Source: an optimization exercise on an open RTL-to-GDS flow (aim: small area, a short achievable clock period and few clock cycles). Production flows keep margins and buffers that such runs may drop.
Function was checked by simulation only, so behaviour that the tests miss may differ from the original.
Power and IR drop assume default switching activity.

===== design/flow/config.mk =====
export PLATFORM = sky130hd
export DESIGN_NAME = lzss_compress
export DESIGN_NICKNAME = lzss_compress
export VERILOG_FILES = /design/flow/design.v
export SDC_FILE = /design/flow/constraint.sdc
export NUM_CORES = 4
export LEC_CHECK = 0
export CAP_MARGIN = 20
export CORE_MARGIN = 2
export CORE_UTILIZATION = 40
export CTS_CLUSTER_SIZE = 30
export SETUP_SLACK_MARGIN = 5
export SLEW_MARGIN = 20
export TNS_END_PERCENT = 5

===== design/flow/constraint.sdc =====
create_clock -name core_clock -period 10.0 [get_ports {clk}]
set_input_delay 2.0000 -clock core_clock [delete_from_list [all_inputs] [get_ports {clk}]]
set_output_delay 2.0000 -clock core_clock [all_outputs]
set_load 0.01 [all_outputs]

===== design/flow/design.v =====
module lzss_compress (
    input  wire        clk,
    input  wire        rst,
    input  wire        wr_en,
    input  wire [7:0]  wr_addr,
    input  wire [7:0]  wr_data,
    input  wire        start,
    input  wire [8:0]  src_len,
    output wire        busy,
    output wire        tok_valid,
    input  wire        tok_ready,
    output wire        tok_match,
    output wire [15:0] tok_data
);
    genvar g;
    reg        wen_r;
    reg  [7:0] waddr_r;
    reg  [7:0] wdata_r;
    reg        busy_r;
    always @(posedge clk) begin
        if (rst) wen_r <= 1'b0;
        else     wen_r <= wr_en & ~busy_r;
        waddr_r <= wr_addr;
        wdata_r <= wr_data;
    end
    wire [2047:0] mem;
    generate
        for (g = 0; g < 256; g = g + 1) begin : row
            reg [7:0] b;
            always @(posedge clk)
                if (wen_r && waddr_r == g) b <= wdata_r;
            assign mem[g*8 +: 8] = b;
        end
    endgenerate
    reg         run;
    reg  [8:0]  n;
    reg  [8:0]  ptr;       
    reg  [8:0]  ptr1;      
    reg  [4:0]  k;         
    reg         fresh;     
    reg         mrg;       
    reg         rl;        
    reg  [7:0]  c;         
    reg  [7:0]  c_prev;    
    reg  [7:0]  c_prev2;   
    reg  [255:1] V;        
    reg  [255:1] U;        
    reg         pend;
    reg         p_m;
    reg  [7:0]  p_a;       
    reg  [3:0]  p_any;     
    reg  [23:0] p_idx;     
    reg  [3:0]  p_l;       
    reg         o_valid;
    reg  [16:0] o_tok;
    wire o_free = ~o_valid | tok_ready;
    wire p_free = ~pend | o_free;
    wire go     = run & p_free;
    wire [255:0] mask;
    generate
        for (g = 0; g < 256; g = g + 1) begin : msk
            assign mask[g] = (ptr > g);
        end
    endgenerate
    wire [255:0] E;
    generate
        for (g = 0; g < 256; g = g + 1) begin : cmp
            assign E[g] = (mem[g*8 +: 8] == c);
        end
    endgenerate
    wire [255:1] Vs = fresh ? mask[254:0] : mrg ? {U[254:1], 1'b0} : {V[254:1], 1'b0};
    wire [255:1] S  = E[254:0] & Vs;
    wire [255:1] S2 = E[254:0] & mask[254:0];
    wire lt_n    = (ptr < n);
    wire can_cmp = (k != 5'd18) && lt_n;
    wire anyS    = |S;
    wire cont    = can_cmp & anyS;
    wire k_is2   = (k == 5'd2);
    wire merge   = ~fresh & ~k_is2;
    function [5:0] first64;
        input [63:0] v;
        integer q;
        begin
            first64 = 6'd63;
            for (q = 62; q >= 0; q = q - 1)
                if (v[q]) first64 = q;
        end
    endfunction
    wire [255:0] Vf = {V, 1'b0};
    wire [3:0]   q_any;
    wire [23:0]  q_idx;
    generate
        for (g = 0; g < 4; g = g + 1) begin : enc
            assign q_any[g]        = |Vf[g*64 +: 64];
            assign q_idx[g*6 +: 6] = first64(Vf[g*64 +: 64]);
        end
    endgenerate
    wire       is_m    = ~fresh & ~mrg & (k > 5'd2);
    wire [7:0] lit     = fresh ? c : (k[1] ? c_prev2 : c_prev);
    wire [4:0] len_m3  = k - 5'd3;
    wire [7:0] rd_next = mem[ptr1[7:0]*8 +: 8];
    wire emit = go & ~rl & ~cont;
    wire [8:0] p_cur = ptr - {4'd0, k};    
    wire done = merge ? ~lt_n : (fresh & (ptr1 >= n));
    wire [7:0] c0 = (wen_r && waddr_r == 8'd0) ? wdata_r : mem[7:0];
    wire       backup   = ~cont & ~merge & ~fresh;
    always @(posedge clk) begin
        if (rst) begin
            run <= 1'b0;
        end else if (!busy_r) begin
            run <= start & (src_len != 9'd0);
        end else if (emit && done) begin
            run <= 1'b0;
        end
    end
    always @(posedge clk) begin
        if (!busy_r) begin
            n      <= src_len;
            ptr    <= 9'd0;
            ptr1   <= 9'd1;
            k      <= 5'd0;
            fresh  <= 1'b1;
            mrg    <= 1'b0;
            c      <= c0;
            rl     <= 1'b0;
        end else if (!go) begin
            ptr    <= p_cur;
            ptr1   <= p_cur;
            k      <= 5'd0;
            fresh  <= 1'b1;
            mrg    <= 1'b0;
            rl     <= 1'b1;
        end else if (rl) begin
            ptr    <= ptr1;
            ptr1   <= ptr1 + 9'd1;
            c      <= rd_next;
            rl     <= 1'b0;
        end else begin
            ptr    <= backup ? ptr - 9'd1 : ptr1;
            ptr1   <= backup ? ptr : ptr1 + 9'd1;
            k      <= cont ? k + 5'd1 : {4'd0, merge};
            fresh  <= ~cont & ~merge;
            mrg    <= ~cont & merge;
            c      <= backup ? c_prev : rd_next;
        end
    end
    always @(posedge clk) begin
        c_prev  <= c;
        c_prev2 <= c_prev;
        V       <= S;
        U       <= S2;
    end
    wire [1:0] jq    = p_any[0] ? 2'd0 : p_any[1] ? 2'd1 : p_any[2] ? 2'd2 : 2'd3;
    wire [5:0] jlo   = p_idx[jq*6 +: 6];
    wire [8:0] p_off = {1'b0, p_a} - {1'b0, jq, jlo};
    always @(posedge clk) begin
        if (rst) begin
            pend    <= 1'b0;
            o_valid <= 1'b0;
        end else begin
            if (p_free) pend <= emit;
            if (o_free) o_valid <= pend;
        end
        if (go) begin
            p_m <= is_m;
            p_a <= is_m ? ptr[7:0] : lit;
            p_any <= q_any;
            p_idx <= q_idx;
            p_l <= len_m3[3:0];
        end
        if (o_free && pend)
            o_tok <= p_m ? {1'b1, 4'd0, p_off[7:0], p_l} : {1'b0, 8'd0, p_a};
    end
    wire run_nx  = run & ~(emit & done);
    wire pend_nx = p_free ? emit : pend;
    wire o_nx    = o_free ? pend : o_valid;
    always @(posedge clk) begin
        if (rst)          busy_r <= 1'b0;
        else if (!busy_r) busy_r <= start;
        else              busy_r <= run_nx | pend_nx | o_nx;
    end
    assign busy      = busy_r;
    assign tok_valid = o_valid;
    assign tok_match = o_tok[16];
    assign tok_data  = o_tok[15:0];
endmodule

===== design/flow/flow/run.sh =====
#!/bin/bash
# The standard layout (standard.sh) with one change: the timing repair
# after floorplan, clock tree synthesis and global routing aims for a setup
# slack of SETUP_PUSH ns at the design's clock period instead of the
# SETUP_SLACK_MARGIN of config.mk. The clock, constraints, synthesis and every
# other step are the standard flow's own.
set -euo pipefail
SETUP_PUSH=5.6
grep -q 'SETUP_SLACK_MARGIN=5 ' standard.sh
sed "s/SETUP_SLACK_MARGIN=5 /SETUP_SLACK_MARGIN=${SETUP_PUSH} /" standard.sh > standard_push.sh
bash standard.sh synth > log_synth.txt 2>&1
bash standard_push.sh > log_layout.txt 2>&1
test -s out/final.def

===== design/flow/standard.sh =====
#!/bin/bash
# synth_recipe.tcl (not shown) runs the flow's synth.tcl, then flattens the netlist and writes it again
# the make line also repeats each setting of config.mk as NAME=value (left out here)
make -C /OpenROAD-flow-scripts/flow DESIGN_CONFIG=/design/flow/config.mk WORK_HOME=/design/flow/orfs CLKGATE_MAP_FILE= SYNTH_SCRIPT=/design/flow/synth_recipe.tcl "${@:-finish}"

==> impl_metrics.tcl, run 1 <==
set metrics [dict create \
    worstMarginPinSlew_ps 1330 \
    finalHoldViolCount 0 \
    ys_types 97 \
    peakVddDrop_mv 0.132 \
    async_reset_ff_share_pct 0 \
    arrival_ps 5560 \
    grt_max_degree 145 \
    first_pass_iters 6 \
    power.internal_mw 20.2 \
    start_kind "register" \
    netlist_area_um2 134000 \
    synth_top_area_share_pct 47.4 \
    yosysTopAreaCell "edfxtp_1" \
    core-area_um2 333000 \
    min_from "c_prev[3]$_DFF_P_" \
    finalSetupTns_ps 0 \
    cp_data_required_time_ps 10880 \
    h-tree-depth 5 \
    yosysSeqAreaShare_pct 56.1 \
    synth_cells 9917 \
    place_ws_ps 3060 \
    critical_path_class "reg2reg" \
    power.switching_mw 6.88 \
    pwr-share-seq_pct 44.8 \
    routed_wirelength_mm 558 \
    cts_sinks 2689 \
    clk_path_buf_depth 4 \
    num_rows 212 \
    final_common_cell "edfxtp_1" \
    hold_class "reg2reg" \
    r2r_start "ptr[8]$_SDFF_PN0_" \
    slew_viol_final 0 \
    via_per_inst 6.39 \
    finalClockSkew_ps 89.5 \
    crit_start "ptr[8]$_SDFF_PN0_" \
    yosysWarnings 1 \
    area_delta_synth_final_pct 16.0 \
    ant_nets 0 \
    clock_latency_ps 990 \
    critPathMaxFanout 21 \
    synth_edf_count 2110 \
    fin_crit_ps 4680 \
    final_nets 10100 \
    start_util_pct 40.1 \
    grt_pass1_vias 90300 \
    port_buffers 44 \
    final_util_pct 46.5 \
    worst_setup_path_end_kind "register" \
    place_congestion 1.06 \
    maxSlewHeadroom_pct 11.1 \
    layout_common_cells "edfxtp_1, xor2_1, nor2_1, mux4_2, dfxtp_1" \
    drt-met1-wl_mm 218 \
    cts_root_buf "clkbuf_16" \
    clkTransAtPathRegs_ps 70 \
    synth_area_leaders "edfxtp_1, xor2_1, mux4_2" \
    wl_per_cell_um 37.9 \
    antenna_found_initial 43 \
    met3WireLength_mm 65.2 \
    top_layer "met5" \
    clock_power_share_pct 44.1 \
    ios 49 \
    yosys_most_used_dff "edfxtp_1" \
    synth_seq_cells 2689 \
    num_vias 94100 \
    dr_wl_met2_mm 242 \
    dp_hpwl_mm 367 \
    netSwitchingFraction_pct 25.4 \
    die_w_um 582 \
    drc 0 \
    rsz0062_at_grt "true" \
    status "timing/DRC/antenna clean" \
    grt_pass1_wl_mm 750 \
    avgSynthCellArea_um2 13.5 \
    drt_iter0_markers 13600 \
    cts_tree "yes" \
    total_power_mw 27.1 \
    finalWorstSetupSlack_ps 5320 \
    grtUsageTotal_pct 31.6 \
    drv_cap 0 \
    period_share_pct 46.8 \
    finalSetupViolCount 0 \
    cts_buffers 309 \
    dieArea_um2 339000 \
    cellLeakagePower_nw 52.8 \
    fmax_ghz 0.214 \
    grt.overflow.total 0 \
    combPwrFrac_pct 11.1 \
    die_y_um 582 \
    p_per_area_nw_per_um2 175 \
    fillers 29100 \
    drive_gt1_share_pct 19.2 \
]
-- cell usage after synthesis (all sizes together), types with 16 or more instances --
| master | count |
|---|---|
| a2111oi | 17 |
| a211oi | 300 |
| a21o | 34 |
| a21oi | 236 |
| a311oi | 16 |
| a31oi | 45 |
| and2 | 31 |
| and3 | 27 |
| buf | 377 |
| clkbuf | 276 |
| dfxtp | 579 |
| edfxtp | 2110 |
| ha | 37 |
| inv | 93 |
| mux2 | 39 |
| mux2i | 96 |
| mux4 | 679 |
| nand2 | 481 |
| nand2b | 20 |
| nand3 | 95 |
| nand4 | 79 |
| nor2 | 744 |
| nor2b | 155 |
| nor3 | 112 |
| nor4 | 565 |
| o2111ai | 16 |
| o211a | 31 |
| o211ai | 30 |
| o21ai | 181 |
| o21bai | 16 |
| o22ai | 21 |
| o31ai | 42 |
| or4 | 17 |
| xnor2 | 213 |
| xor2 | 1857 |
-- metrics by stage --
step	hold WS [ps]	instances	instance area, um^2
2_1_floorplan	343	9920	134000
3_3_place_gp	358	13900	139000
3_5_place_dp	365	13900	139000
4_1_cts	369	14600	153000
5_1_grt	377	14700	155000
6_report	375	14700	155000
-- logic make-up after synthesis --
logic type               Yosys count  synth area share, %
multiplexers                     814                 12.5
AND/OR/NAND/NOR                 2428                 9.12
other                              1              0.00280
flip-flops                      2689                 56.1
buffers and inverters            750                 2.64
AO/OA/AOI/OAI                   1126                 5.76
XOR/XNOR                        2070                 13.6
adder cells (fa/ha/maj)           39                0.376
-- power by group through the flow --
| stage | clock network, mW | logic (mW) | registers (mW) |
|---|---|---|---|
| 2_1_floorplan | 0 | 1.63 | 12.4 |
| 3_3_place_gp | 0 | 2.44 | 12.4 |
| 3_5_place_dp | 0 | 2.46 | 12.4 |
| 4_1_cts | 12.0 | 2.79 | 12.1 |
| 5_1_grt | 12.4 | 3.08 | 12.1 |
| 6_report | 11.9 | 2.99 | 12.1 |
-- layer usage --
| metal | up-vias | global-route usage, % |
|---|---|---|
| met1 | 48600 | 43.1 |
| met4 | 22 | 14.9 |
| met5 | - | 0 |
| met2 | 6338 | 47.1 |
| met3 | 1203 | 7.87 |
| li1 | 37900 | - |
-- area by class of cell --
type	count	area [um^2]	area share, %
Sequential cell	2689	75000	48.4
Multi-Input combinational cell	6483	57000	36.8
Clock buffer	370	8310	5.36
Timing Repair Buffer	491	6630	4.27
Tap cell	4387	5490	3.54
Clock inverter	186	2110	1.36
Inverter	97	393	0.253
Antenna cell	27	67.6	0.0436
-- what timing repair did --
| item | CTS | global route |
|---|---|---|
| resized for setup | 371 | 148 |
| pin swaps | 27 | 30 |
| buffers inserted | 86 | 66 |
| cloned | 32 | 21 |
| endpoints found under the setup margin | 43 | 43 |
| hold endpoints to repair | 0 | 0 |
| hold buffers | 0 | 0 |
-- flip-flops by register name (all words and copies together) (netlist names), 4 cells and up --
register / flops
wdata_r: 8
c_prev: 8
n: 9
k: 5
c: 8
V: 254
U: 254
ptr1: 9
ptr: 9
p_l: 4
c_prev2: 8
waddr_r: 8
o_tok: 13
row.b: 2048
p_idx: 24
p_a: 8
-- critical path, cell delays in order, from the launching register on --
cell      delay (ps)
dfxtp_4          430
buf_6            220
nand3b_1         390
buf_4            290
o211ai_1         290
nand2_1          220
a211oi_2        1130
a311oi_4         160
nand4b_1         260
nor4_4            70
nand4_1           90
buf_6            170
o21a_2           350
nor3_1           130
o31a_1           330
-- worst paths after layout --
| kind | depth (start not counted) | slack (ps) | end |
|---|---|---|---|
| max | 14 | 5320 | ptr[0]$_SDFF_PN0_ |
| min | 0 | 380 | c_prev2[3]$_DFF_P_ |
| max reg2reg | 14 | 5320 | ptr[0]$_SDFF_PN0_ |
| min reg2reg | 0 | 380 | c_prev2[3]$_DFF_P_ |
Testbench counts, summed over its fixed seeds: cycles 39,674.
==> run 2: changes to the inputs <==
--- a/design/flow/design.v
+++ b/design/flow/design.v
@@ -18,8 +18,7 @@
     reg  [7:0] wdata_r;
     reg        busy_r;
     always @(posedge clk) begin
-        if (rst) wen_r <= 1'b0;
-        else     wen_r <= wr_en & ~busy_r;
+        wen_r   <= wr_en & ~busy_r;
         waddr_r <= wr_addr;
         wdata_r <= wr_data;
     end
--- a/design/flow/config.mk
+++ b/design/flow/config.mk
@@ -7,8 +7,7 @@
 export LEC_CHECK = 0
 export CAP_MARGIN = 20
 export CORE_MARGIN = 2
-export CORE_UTILIZATION = 40
+export CORE_UTILIZATION = 50
 export CTS_CLUSTER_SIZE = 30
 export SETUP_SLACK_MARGIN = 5
 export SLEW_MARGIN = 20
-export TNS_END_PERCENT = 5
==> run 2 against run 1 <==
Still clean on timing, DRC and antenna. Wire length up 0.39%. Die area down 20%. Clock power down 7%. Power up 2.2%. Critical endpoint is now c[5]$_DFFE_PP_.
==> impl_metrics.tcl, run 2 <==
set metrics [dict create \
    top_regs "row.b (2048), U (254), V (254)" \
    worstMarginPinSlew_ps 1220 \
    finalHoldViolCount 0 \
    period_share_pct 48.4 \
    fin_crit_ps 4840 \
    finalSetupViolCount 0 \
    h-tree-depth 5 \
    port_buffers 44 \
    finalClockSkew_ps 34.5 \
    clk_path_buf_depth 4 \
    regMostFlops "row.b" \
    status "timing/DRC/antenna clean" \
    peakVddDrop_mv 0.205 \
    drv_cap 0 \
    grt_max_degree 143 \
    drc 0 \
    critPathMaxFanout 104 \
    cts_root_buf "clkbuf_16" \
    cp_data_required_time_ps 10680 \
    synth_cells 9834 \
    grt.overflow.total 0 \
    grtUsageTotal_pct 40.6 \
    layout_common_cells "edfxtp_1, xor2_1, nor2_1, mux4_2, dfxtp_1" \
    start_util_pct 50.2 \
    finalSetupTns_ps 0 \
    r2r_slack_ps 5160 \
    die_w_um 520 \
    area_delta_synth_final_pct 15.8 \
    worst_setup_path_end_kind "register" \
    clkTransAtPathRegs_ps 60 \
    cts_tree "yes" \
    num_vias 94800 \
    synth_edf_count 2110 \
    synth_top_area_share_pct 47.6 \
    hold_class "reg2reg" \
    netlist_area_um2 133000 \
    drive_gt1_share_pct 19.7 \
    first_pass_iters 22 \
    ant_nets 0 \
    yosysWarnings 1 \
    grt_pass1_vias 90500 \
    wl_per_cell_um 40.3 \
    core-area_um2 265000 \
    dieArea_um2 270000 \
    cts_buffers 300 \
    grt_pass1_wl_mm 759 \
    critical_path_class "reg2reg" \
    p_per_area_nw_per_um2 179 \
    fmax_ghz 0.207 \
    ys_types 97 \
    maxSlewHeadroom_pct 17.8 \
    die_y_um 520 \
    synth_seq_cells 2689 \
    routed_wirelength_mm 560 \
    largest_reg_flops 2048 \
    yosysTopAreaCell "edfxtp_1" \
    cellLeakagePower_nw 53.1 \
    final_common_cell "edfxtp_1" \
    yosysMostFrequentCell "edfxtp_1" \
    yosys_most_used_dff "edfxtp_1" \
    final_util_pct 58.2 \
    finalWorstSetupSlack_ps 5160 \
    synth_area_leaders "edfxtp_1, xor2_1, mux4_2" \
    cts_sinks 2689 \
    start_kind "register" \
    rsz0062_at_grt "true" \
    synth_common_cells "edfxtp_1, xor2_1, nor2_1" \
    hold_buffers 0 \
    dp_hpwl_mm 360 \
    via_per_inst 6.82 \
    yosysSeqAreaShare_pct 56.3 \
    arrival_ps 5510 \
    async_reset_ff_share_pct 0 \
    place_congestion 1.08 \
    antenna_found_initial 66 \
    final_nets 10200 \
    drt_iter0_markers 13600 \
    avgSynthCellArea_um2 13.5 \
    num_rows 189 \
    clock_latency_ps 940 \
    ios 49 \
    slew_viol_final 0 \
    place_ws_ps 3340 \
]
-- run 2: cell families after synthesis --
group,count (synthesis),share of synthesized area [%]
compound gates,1068,5.50
xor+xnor,2069,13.6
fa+ha+maj,39,0.378
buf+inv,745,2.55
flops,2689,56.3
mux,832,12.7
other cells,1,0.00282
simple gates,2391,9.00
-- run 2: cell type report --
cell class / count / area, um^2
inverter: 96 / 388
multi-input combinational: 6405 / 56700
clock buffer: 389 / 8200
tap: 3533 / 4420
fill: 20900 / 111000
antenna: 39 / 97.6
clock inverter: 154 / 1440
timing repair buffer: 590 / 7950
sequential: 2689 / 75000
-- run 2: through the flow --
| stage | cells | power [mW] | instance area (um^2) | hold WS, ps |
|---|---|---|---|---|
| final | 13900 | 27.7 | 154000 | 374 |
| after CTS | 13800 | 27.5 | 153000 | 372 |
| after floorplan | 9837 | 14.7 | 133000 | 343 |
| after global placement | 13000 | 15.8 | 137000 | 359 |
| after detailed placement | 13000 | 15.8 | 138000 | 363 |
| after global routing | 13900 | 28.2 | 154000 | 382 |
-- run 2: worst paths after layout --
kind | from | end | depth (start not counted)
worst max register to register | ptr1[1]$_SDFF_PN0_ | c[5]$_DFFE_PP_ | 10
worst min-delay path | c_prev[1]$_DFF_P_ | c_prev2[1]$_DFF_P_ | 0
worst max-delay path | ptr1[1]$_SDFF_PN0_ | c[5]$_DFFE_PP_ | 10
worst min register to register | c_prev[1]$_DFF_P_ | c_prev2[1]$_DFF_P_ | 0
-- run 2: critical path, stage by stage, from the launching register on --
cell,delay (ps)
dfxtp_4,720
buf_4,450
buf_12,460
mux4_2,470
mux4_2,560
mux4_2,650
mux2_2,460
nand2_1,110
o21ai_0,160
mux2i_1,210
a21oi_1,80
-- run 2: metal layers --
layer | wire length, um | GRT usage [%]
met1 | 212000 | 54.3
met2 | 239000 | 58.8
met3 | 68900 | 11.7
met4 | 40000 | 24.2
met5 | 337 | 0
-- run 2: timing repair --
action                                  CTS  global route
gates resized for setup                 398           133
pin swaps                                49            39
cloned                                   64             5
endpoints found under the setup margin   35            43
buffers inserted                        192            58
endpoints found under the hold margin     0             0
-- run 2: power breakdown --
part           leakage (nW)  switching (mW)  internal, mW  total (mW)
sequential             23.6          0.0807          12.1        12.2
combinational          24.8            2.68          1.68        4.36
clock                  4.72            4.80          6.33        11.1
total                  53.1            7.56          20.1        27.7
Testbench counts of run 2, summed over its fixed seeds: cycles 39,674.
==> run 3: changes to the inputs <==
--- a/design/flow/flow/run.sh
+++ b/design/flow/flow/run.sh
@@ -5,7 +5,7 @@
 # SETUP_SLACK_MARGIN of config.mk. The clock, constraints, synthesis and every
 # other step are the standard flow's own.
 set -euo pipefail
-SETUP_PUSH=5.6
+SETUP_PUSH=5.8
 grep -q 'SETUP_SLACK_MARGIN=5 ' standard.sh
 sed "s/SETUP_SLACK_MARGIN=5 /SETUP_SLACK_MARGIN=${SETUP_PUSH} /" standard.sh > standard_push.sh
 bash standard.sh synth > log_synth.txt 2>&1
--- a/design/flow/config.mk
+++ b/design/flow/config.mk
@@ -7,7 +7,7 @@
 export LEC_CHECK = 0
 export CAP_MARGIN = 20
 export CORE_MARGIN = 2
-export CORE_UTILIZATION = 50
+export CORE_UTILIZATION = 45
 export CTS_CLUSTER_SIZE = 30
 export SETUP_SLACK_MARGIN = 5
 export SLEW_MARGIN = 20
==> run 3 against run 2 <==
Highest routed layer unchanged. Core utilization shrank 5.4 points. Largest power group unchanged. Setup slack lost 170 ps. Flip-flop and latch count is the same. Critical endpoint is now ptr1[5]$_SDFF_PN0_. Final cell count grew 2.8%. Final area grew 0.58%. Sequential share of layout area shrank 0.28 points. Combinational power grew 1%.
==> impl_metrics.tcl, run 3 <==
set metrics [dict create \
    dp_hpwl_mm 362 \
    pwr-share-seq_pct 43.9 \
    die_w_um 548 \
    routed_wirelength_mm 573 \
    whs_path_depth 0 \
    hold_buffers 0 \
    via_per_inst 6.65 \
    drt_iter0_markers 14900 \
    critical_path_class "reg2reg" \
    yosysWarnings 1 \
    clkTransAtPathRegs_ps 60 \
    largest_reg_flops 2048 \
    grt_max_degree 145 \
    netlist_area_um2 133000 \
    worstMarginPinSlew_ps 1290 \
    area_delta_synth_final_pct 16.5 \
    critPathMaxFanout 7 \
    combPwrFrac_pct 15.9 \
    drc 0 \
    top_regs "row.b (2048), U (254), V (254)" \
    synth_edf_count 2110 \
    arrival_ps 5840 \
    yosysTopAreaCell "edfxtp_1" \
    p_per_area_nw_per_um2 179 \
    power.internal_mw 20.1 \
    grtUsageTotal_pct 37.3 \
    peakVddDrop_mv 0.143 \
    final_cells 14300 \
    power.switching_mw 7.69 \
    fin_crit_ps 5010 \
    avgSynthCellArea_um2 13.5 \
    synth_common_cells "edfxtp_1, xor2_1, nor2_1" \
    drive_gt1_share_pct 19.7 \
    clk_path_buf_depth 4 \
    finalHoldViolCount 0 \
    final_nets 10200 \
    cellLeakagePower_nw 53.3 \
    cp_data_required_time_ps 10830 \
    yosysMostFrequentCell "edfxtp_1" \
    antenna_found_initial 63 \
    num_rows 199 \
    clock_latency_ps 970 \
    cts_sinks 2689 \
    grt_pass1_wl_mm 774 \
    start_util_pct 45.3 \
    netSwitchingFraction_pct 27.7 \
    yosysSeqAreaShare_pct 56.3 \
    final_common_cell "edfxtp_1" \
    synth_seq_cells 2689 \
    status "timing/DRC/antenna clean" \
    start_kind "register" \
    port_buffers 44 \
    cts_tree "yes" \
    first_pass_iters 6 \
    synth_top_area_share_pct 47.6 \
    place_congestion 1.08 \
    finalSetupViolCount 0 \
    clock_power_share_pct 40.2 \
    synth_area_leaders "edfxtp_1, xor2_1, mux4_2" \
    ios 49 \
    rr_worst_depth 17 \
    finalClockSkew_ps 63.4 \
    cts_root_buf "clkbuf_16" \
    layout_common_cells "edfxtp_1, xor2_1, nor2_1, mux4_2, dfxtp_1" \
    async_reset_ff_share_pct 0 \
    wl_per_cell_um 40.1 \
    finalSetupTns_ps 0 \
    ant_nets 0 \
    hold_class "reg2reg" \
    yosys_most_used_dff "edfxtp_1" \
    place_inst 13400 \
    die_y_um 548 \
    num_vias 95100 \
    regMostFlops "row.b" \
    grt_pass1_vias 90400 \
    total_power_mw 27.7 \
    dieArea_um2 300000 \
    grt.overflow.total 0 \
    maxSlewHeadroom_pct 13.8 \
    synth_cells 9834 \
    fmax_ghz 0.200 \
    slew_viol_final 0 \
    cts_buffers 304 \
    drv_cap 0 \
    rsz0062_at_grt "true" \
    ys_types 97 \
    h-tree-depth 5 \
    core-area_um2 294000 \
    worst_setup_path_end_kind "register" \
    period_share_pct 50.1 \
]
==> run 3: cell types whose count changed in the layout (fill, tap and decap cells not counted), moves of 6 or more <==
| cell | before | now |
|---|---|---|
| clkbuf_1 | 62 | 76 |
| clkinv_1 | 55 | 42 |
| a211oi_2 | 36 | 42 |
| bufbuf_16 | 52 | 65 |
| a211oi_1 | 241 | 223 |
| o21ai_0 | 140 | 146 |
| a211oi_4 | 4 | 16 |
==> run 3: final timing paths <==
path / from / end / slack [ps]
min: c_prev[5]$_DFF_P_ / c_prev2[5]$_DFF_P_ / 390
max: c[4]$_DFFE_PP_ / ptr1[5]$_SDFF_PN0_ / 4990
max reg2reg: c[4]$_DFFE_PP_ / ptr1[5]$_SDFF_PN0_ / 4990
min reg2reg: c_prev[5]$_DFF_P_ / c_prev2[5]$_DFF_P_ / 390
==> run 3: repair_timing <==
action | 4_1_cts | 5_1_grt
cloned | 74 | 5
pin swaps | 38 | 19
setup buffers | 209 | 38
gates resized for setup | 428 | 102
setup endpoints to repair | 44 | 35
==> run 3: cell type report <==
type / instances / area, um^2
diodes: 44 / 110
clock buffers: 398 / 8170
clock inverters: 146 / 1540
fillers: 24200 / 139000
inverters: 96 / 393
multi-input cells: 6405 / 56800
flip-flops and latches: 2689 / 75000
well taps: 3919 / 4900
repair buffers: 589 / 8190
==> run 3: cells by family (layout without fill, tap and decap cells) <==
| logic type | Yosys count | count (layout) | synth area share [%] |
|---|---|---|---|
| compound gates | 1068 | 1068 | 5.50 |
| xor+xnor | 2069 | 2069 | 13.6 |
| fa+ha+maj | 39 | 39 | 0.378 |
| buf+inv | 745 | 1229 | 2.55 |
| flops | 2689 | 2689 | 56.3 |
| mux | 832 | 832 | 12.7 |
| other cells | 1 | 48 | 0.00282 |
| simple gates | 2391 | 2393 | 9.00 |
==> run 3: per-stage QoR <==
| stage | cell area, um^2 | hold slack [ps] | worst slack, ps | util, % |
|---|---|---|---|---|
| final | 155000 | 385 | 4990 | 52.8 |
| after global routing | 155000 | 397 | 5180 | 52.7 |
| after CTS | 154000 | 379 | 5320 | 52.4 |
| after detailed placement | 138000 | 368 | 3300 | 46.9 |
| after global placement | 138000 | 362 | 2810 | 46.9 |
| after floorplan | 133000 | 343 | 5800 | - |
==> run 3: critical path, stage by stage, from the launching register on <==
cell	delay, ps
edfxtp_1	420
buf_12	180
buf_16	180
buf_4	220
xor2_1	180
nor4_1	1020
nand3_1	200
a21oi_1	760
nor4_1	120
nand4_1	210
nor4_2	80
nand4_1	100
buf_6	180
o221ai_4	180
buf_4	200
nand3b_2	190
o21ai_0	120
a221o_1	330
==> run 3: layer usage <==
metal  GRT usage, %  wire (um)
met2           53.4     241000
met5              0        309
met3           11.9      74100
met4           21.0      38500
met1           50.0     219000
==> run 3: power groups by stage <==
stage	combinational [mW]	sequential [mW]	clock [mW]
6_report	4.41	12.2	11.2
4_1_cts	4.25	12.2	11.2
3_3_place_gp	3.36	12.4	0
2_1_floorplan	2.25	12.4	0
5_1_grt	4.50	12.2	11.6
3_5_place_dp	3.38	12.4	0

==> port drivers added, routing unchanged <==
No port has a modelled driver above. Below, the same layouts with a new extraction and two added sets of constraints.
Step 1 assumes that a clkbuf_16 drives the clock port and a buf_2 every other input.
Step 2 also shifts input and output timing later by t, the mid clock arrival at the registers, as if the neighbouring blocks saw the same clock.
a / b / c = no drivers / after step 1 / after step 2; a / b = the first two.
run	shift t [ns]	setup WS [ns]	hold slack, ns	pins driven straight from the clock port
run 1	1.050	5.319 / 5.319 / 5.214	0.375 / 0.375 / 0.375	1
run 2	1.034	5.163 / 5.163 / 4.973	0.374 / 0.374 / 0.374	1
run 3	1.036	4.988 / 4.988 / 4.983	0.385 / 0.385 / 0.385	1
After both steps setup and hold are still met in every run listed. The setup slack of run 2, which loses most, moves by 0.000 ns with the drivers and by -0.190 ns with both steps.
